Context: an optimization exercise on an open-source flow, tuned for small area, a short achievable clock period and few clock cycles. The choices shown serve that exercise and are no tape-out recipe. Function was checked by simulation only, so behaviour that the tests miss may differ from the original. Power and IR drop assume default switching activity.

old:
## g2p_field
module g2p_field (
    input  wire        clk,
    input  wire        rst,         
    input  wire        cmd_valid,
    input  wire [31:0] cmd,
    input  wire [63:0] opa,
    input  wire [63:0] opb,
    output wire        cmd_ready,
    output reg         done,
    output reg  [3:0]  code,
    output wire [16:0] res
);
    localparam integer K  = 4;      
    localparam integer KM = 4;      
    localparam [3:0] C_OK       = 4'd0;
    localparam [3:0] C_ILLEGAL  = 4'd1;
    localparam [3:0] C_NOFIELD  = 4'd2;
    localparam [3:0] C_REDEFINE = 4'd3;
    localparam [3:0] C_DEGREE   = 4'd4;
    localparam [3:0] C_MODDEG   = 4'd5;
    localparam [3:0] C_DIVZERO  = 4'd8;
    localparam [3:0] S_IDLE = 4'd0;
    localparam [3:0] S_MUL  = 4'd1;    
    localparam [3:0] S_DIV  = 4'd2;    
    localparam [3:0] S_CINI = 4'd3;    
    localparam [3:0] S_CSQ  = 4'd4;    
    localparam [3:0] S_CGCD = 4'd5;    
    localparam [3:0] S_CFIN = 4'd6;    
    localparam [3:0] S_SINI = 4'd7;    
    localparam [3:0] S_SSQ  = 4'd8;    
    localparam [3:0] S_SMU  = 4'd9;    
    reg [3:0] state;
    wire st_idle = (state == S_IDLE);
    wire st_mul  = (state == S_MUL);
    wire st_div  = (state == S_DIV);
    wire st_cini = (state == S_CINI);
    wire st_csq  = (state == S_CSQ);
    wire st_cgcd = (state == S_CGCD);
    wire st_cfin = (state == S_CFIN);
    wire st_sini = (state == S_SINI);
    wire st_ssq  = (state == S_SSQ);
    wire st_smu  = (state == S_SMU);
    assign cmd_ready = st_idle;
    reg        fvalid;
    reg        irr;         
    reg [4:0]  p;
    reg [16:0] fmod;
  ...
==> flow/config.mk <==
export PLATFORM = sky130hd
export DESIGN_NAME = g2p_field
export DESIGN_NICKNAME = g2p_field
export VERILOG_FILES = /design/flow/design.v
export SDC_FILE = /design/flow/constraint.sdc
export NUM_CORES = 4
export LEC_CHECK = 0
export CAP_MARGIN = 20
export CORE_MARGIN = 2
export CORE_UTILIZATION = 50
export SETUP_SLACK_MARGIN = 3.4
export SLEW_MARGIN = 20
==> flow/constraint.sdc <==
create_clock -name core_clock -period 8.0 [get_ports {clk}]
set_input_delay 1.6000 -clock core_clock [delete_from_list [all_inputs] [get_ports {clk}]]
set_output_delay 1.6000 -clock core_clock [all_outputs]
set_load 0.01 [all_outputs]
standard.sh (not shown) runs the stock make flow with config.mk's settings and CLKGATE_MAP_FILE= SYNTH_SCRIPT=/design/flow/synth_recipe.tcl, a recipe that flattens the netlist after the stock synthesis.
==> flow/flow/run.sh <==
#!/bin/bash
# Standard layout, with the port buffers taken as the smallest plain buffer
# (buf_1) instead of the cell buffer_ports picks by default.
set -o pipefail
export BUFFER_PORTS_ARGS="-buffer_cell sky130_fd_sc_hd__buf_1"
bash standard.sh > standard_flow.log 2>&1
Testbench counts of old, summed over its fixed seeds: cycles 18,852.
Input changes introduced in new (baseline for comparison: old):
- changing SETUP_SLACK_MARGIN from 3.4 to 3.6
Notes after the runs:
new | status: complete | timing, DRC, antenna: pass
Re largest fanout on the critical path: old was higher than new.
new vs old: via count up
On total power, old beats new.
Comparing new and old, the lower area of combinational cells with multiple inputs is on old.
Between new and old, it is new whose sequential share of layout area is lower, by 0.45 points.
met3 layer usage reported by global route sits higher in new than in old.
In new relative to old, cell area had gone up by a few percent.

---

g2p_field, a different RTL version from the one above (not shown whole).
Size: ~130 flip-flops, ~19000 sq um of cells after synthesis.
==> flow/config.mk <==
export PLATFORM = sky130hd
export DESIGN_NAME = g2p_field
export DESIGN_NICKNAME = g2p_field
export VERILOG_FILES = /design/flow/design.v
export SDC_FILE = /design/flow/constraint.sdc
export NUM_CORES = 4
export LEC_CHECK = 0
export CAP_MARGIN = 20
export CORE_MARGIN = 2
export CORE_UTILIZATION = 50
export SETUP_SLACK_MARGIN = 3.2
export SLEW_MARGIN = 20
==> flow/constraint.sdc <==
create_clock -name core_clock -period 8.0 [get_ports {clk}]
set_input_delay 1.6000 -clock core_clock [delete_from_list [all_inputs] [get_ports {clk}]]
set_output_delay 1.6000 -clock core_clock [all_outputs]
set_load 0.01 [all_outputs]
Scripts as last shown in full above: flow/flow/run.sh
Testbench counts at the start, summed over its fixed seeds: cycles 18,973.
==> next run, changes <==
SETUP_SLACK_MARGIN = 3.6   (was 3.2)
The new run went through all stages and came out clean.
First-iteration DRC count came out higher by about a fifth.
Power climbs by a few percent.
Global-route usage climbs by 0.64 points.
Area after synthesis is unchanged.
Sequential cell count is unchanged.
Cell area is higher by a few percent.
Cell count rises slightly.
Sequential share of layout area drops by 0.61 points.
Utilization goes up by 2.3 points.
Worst setup slack improved by 410 ps.
Clock-buffer cell count is unchanged.
==> next run, changes <==
==> flow/run.sh (new file) <==
#!/bin/bash
# synth_recipe.tcl (not shown) runs the flow's synth.tcl, then flattens the netlist and writes it again
# the make line also repeats each setting of config.mk as NAME=value (left out here)
make -C /OpenROAD-flow-scripts/flow DESIGN_CONFIG=/design/flow/config.mk WORK_HOME=/design/flow/orfs CLKGATE_MAP_FILE= SYNTH_SCRIPT=/design/flow/synth_recipe.tcl finish
CORE_UTILIZATION = 40   (was 50)
SETUP_SLACK_MARGIN = 4.0   (was 3.6)
removed: flow/flow/run.sh
removed: flow/standard.sh
What happened: Critical path depth is higher by 4; via count is higher by 6.5%; combinational power goes up by 26%; die area came out higher by 24%; setup slack is better by 120 ps; routed wire length goes up by 15%; cell count goes up by 9.3%; power grows by 15%; synthesized cell count does not change; global-route usage decreases by 5.8 points; fmax goes up by 2.9%.

---

Setup of v6:
g2p_field again, from the RTL that the note above started with.
==> flow/config.mk <==
export PLATFORM = sky130hd
export DESIGN_NAME = g2p_field
export DESIGN_NICKNAME = g2p_field
export VERILOG_FILES = /design/flow/design.v
export SDC_FILE = /design/flow/constraint.sdc
export NUM_CORES = 4
export LEC_CHECK = 0
export CAP_MARGIN = 20
export CORE_MARGIN = 2
export CORE_UTILIZATION = 50
export SETUP_SLACK_MARGIN = 3.6
export SLEW_MARGIN = 20
export TNS_END_PERCENT = 30
==> flow/constraint.sdc <==
create_clock -name core_clock -period 8.0 [get_ports {clk}]
set_input_delay 1.6000 -clock core_clock [delete_from_list [all_inputs] [get_ports {clk}]]
set_output_delay 1.6000 -clock core_clock [all_outputs]
set_load 0.01 [all_outputs]
==> flow/flow/run.sh <==
#!/bin/bash
# Standard layout, with the port buffers taken as the smallest plain buffer
# (buf_1) instead of the cell buffer_ports picks by default.
set -o pipefail
export BUFFER_PORTS_ARGS="-buffer_cell sky130_fd_sc_hd__buf_1"
bash standard.sh > standard_flow.log 2>&1
Testbench counts of v6, summed over its fixed seeds: cycles 18,973.
## Diff of input files: v7 against v6
# v6
export LEC_CHECK = 0
export CAP_MARGIN = 20
export CORE_MARGIN = 2
export CORE_UTILIZATION = 50
export SETUP_SLACK_MARGIN = 3.6
export SLEW_MARGIN = 20
export TNS_END_PERCENT = 30
create_clock -name core_clock -period 8.0 [get_ports {clk}]
# v7
export LEC_CHECK = 0
export CAP_MARGIN = 20
export CORE_MARGIN = 2
export CORE_UTILIZATION = 50
export SETUP_SLACK_MARGIN = 4.0
export SLEW_MARGIN = 20
create_clock -name core_clock -period 8.0 [get_ports {clk}]
Findings:
Taking v6 as the reference, in v7 worst path setup slack after routing has increased; detailed-route wire length per cell rose by 2.7%; non-clock buffer count +43%; multi-input logic area increased by 1400 um2 relative to the old numbers.

---

Setup of build 62:
Another version of the RTL of g2p_field (not shown whole).
Size: ~2400 cells after synthesis, ~190 I/O pins, about 18000 µm² of cells after synthesis.
make LEC_CHECK=0 CAP_MARGIN=20 CORE_MARGIN=2 CORE_UTILIZATION=65 SETUP_SLACK_MARGIN=4.0 SLEW_MARGIN=20 finish   # period 8.0 ns
run.sh (not shown) runs the stock make flow with config.mk's settings and CLKGATE_MAP_FILE= SYNTH_SCRIPT=/design/flow/synth_recipe.tcl, a recipe that flattens the netlist after the stock synthesis.
Stock flow here: none of the scripts above is used.
Build 62 is listed as incomplete: the tool reported an error in global routing and the run ended there.
Testbench counts of build 62, summed over its fixed seeds: cycles 19,503.
Modified inputs, trial 85 compared to build 62
# build 62
export LEC_CHECK = 0
export CAP_MARGIN = 20
export CORE_MARGIN = 2
export CORE_UTILIZATION = 65
export SETUP_SLACK_MARGIN = 4.0
export SLEW_MARGIN = 20
create_clock -name core_clock -period 8.0 [get_ports {clk}]
# trial 85
export LEC_CHECK = 0
export CAP_MARGIN = 20
export CORE_MARGIN = 2
export CORE_UTILIZATION = 40
export SETUP_SLACK_MARGIN = 4.0
export SLEW_MARGIN = 20
create_clock -name core_clock -period 8.0 [get_ports {clk}]
Findings:
Build 62 did not finish; the tool stopped in global routing with error GRT-0232. Trial 85 finished every stage and its layout cleared the timing, DRC and antenna checks. Build 62 → trial 85: final weighted congestion in routability-driven placement fell about 10%, number of placement rows grew by 17, vertical die dimension moved up, placed standard-cell area shows an increase of about 2.5%. Reported for trial 85 and build 62, clock sink total turned out identical to the last digit. Relative to build 62, the number of instances in the placed design measured on trial 85 has increased by a little under 10%.

-- port drivers added, routing unchanged --
How much do the figures lean on ideal ports? The routed layouts below were timed once more, with nothing changed but the port constraints. Step 1 sets driving cells, clkbuf_16 on the clock port and buf_2 on the other inputs (assumed; they add their load-dependent delay and slew). Step 2 adds t to the input delays and takes it off the output delays; t is the mean of the earliest and latest rising clock arrival at the registers after step 1. Input paths then give back, and output paths get back, about the clock's delay inside the block. Slacks: ideal ports / drivers / drivers and shift; pairs: ideal ports / drivers.
| run | t (ns) | setup slack, ns | worst data-port slew with drivers (ns) |
|---|---|---|---|
| old | 0.525 | 3.367 / 3.367 / 3.166 | 0.08 |
| new | 0.524 | 3.524 / 3.524 / 3.161 | 0.07 |
| the first run of note 2 | 0.494 | 3.201 / 3.201 / 3.201 | 0.06 |
| the second run of note 2 | 0.498 | 3.607 / 3.607 / 3.429 | 0.06 |
| the third run of note 2 | 0.506 | 3.731 / 3.731 / 3.304 | 0.14 |
| v6 | 0.500 | 3.564 / 3.564 / 3.438 | 0.07 |
| v7 | 0.495 | 3.749 / 3.749 / 3.531 | 0.07 |
| trial 85 | 0.504 | 3.742 / 3.742 / 3.566 | 0.08 |
After both steps every run listed still meets setup and hold. The setup slack of the third run of note 2, which loses most, moves by 0.000 ns with the drivers and by -0.427 ns with both steps.
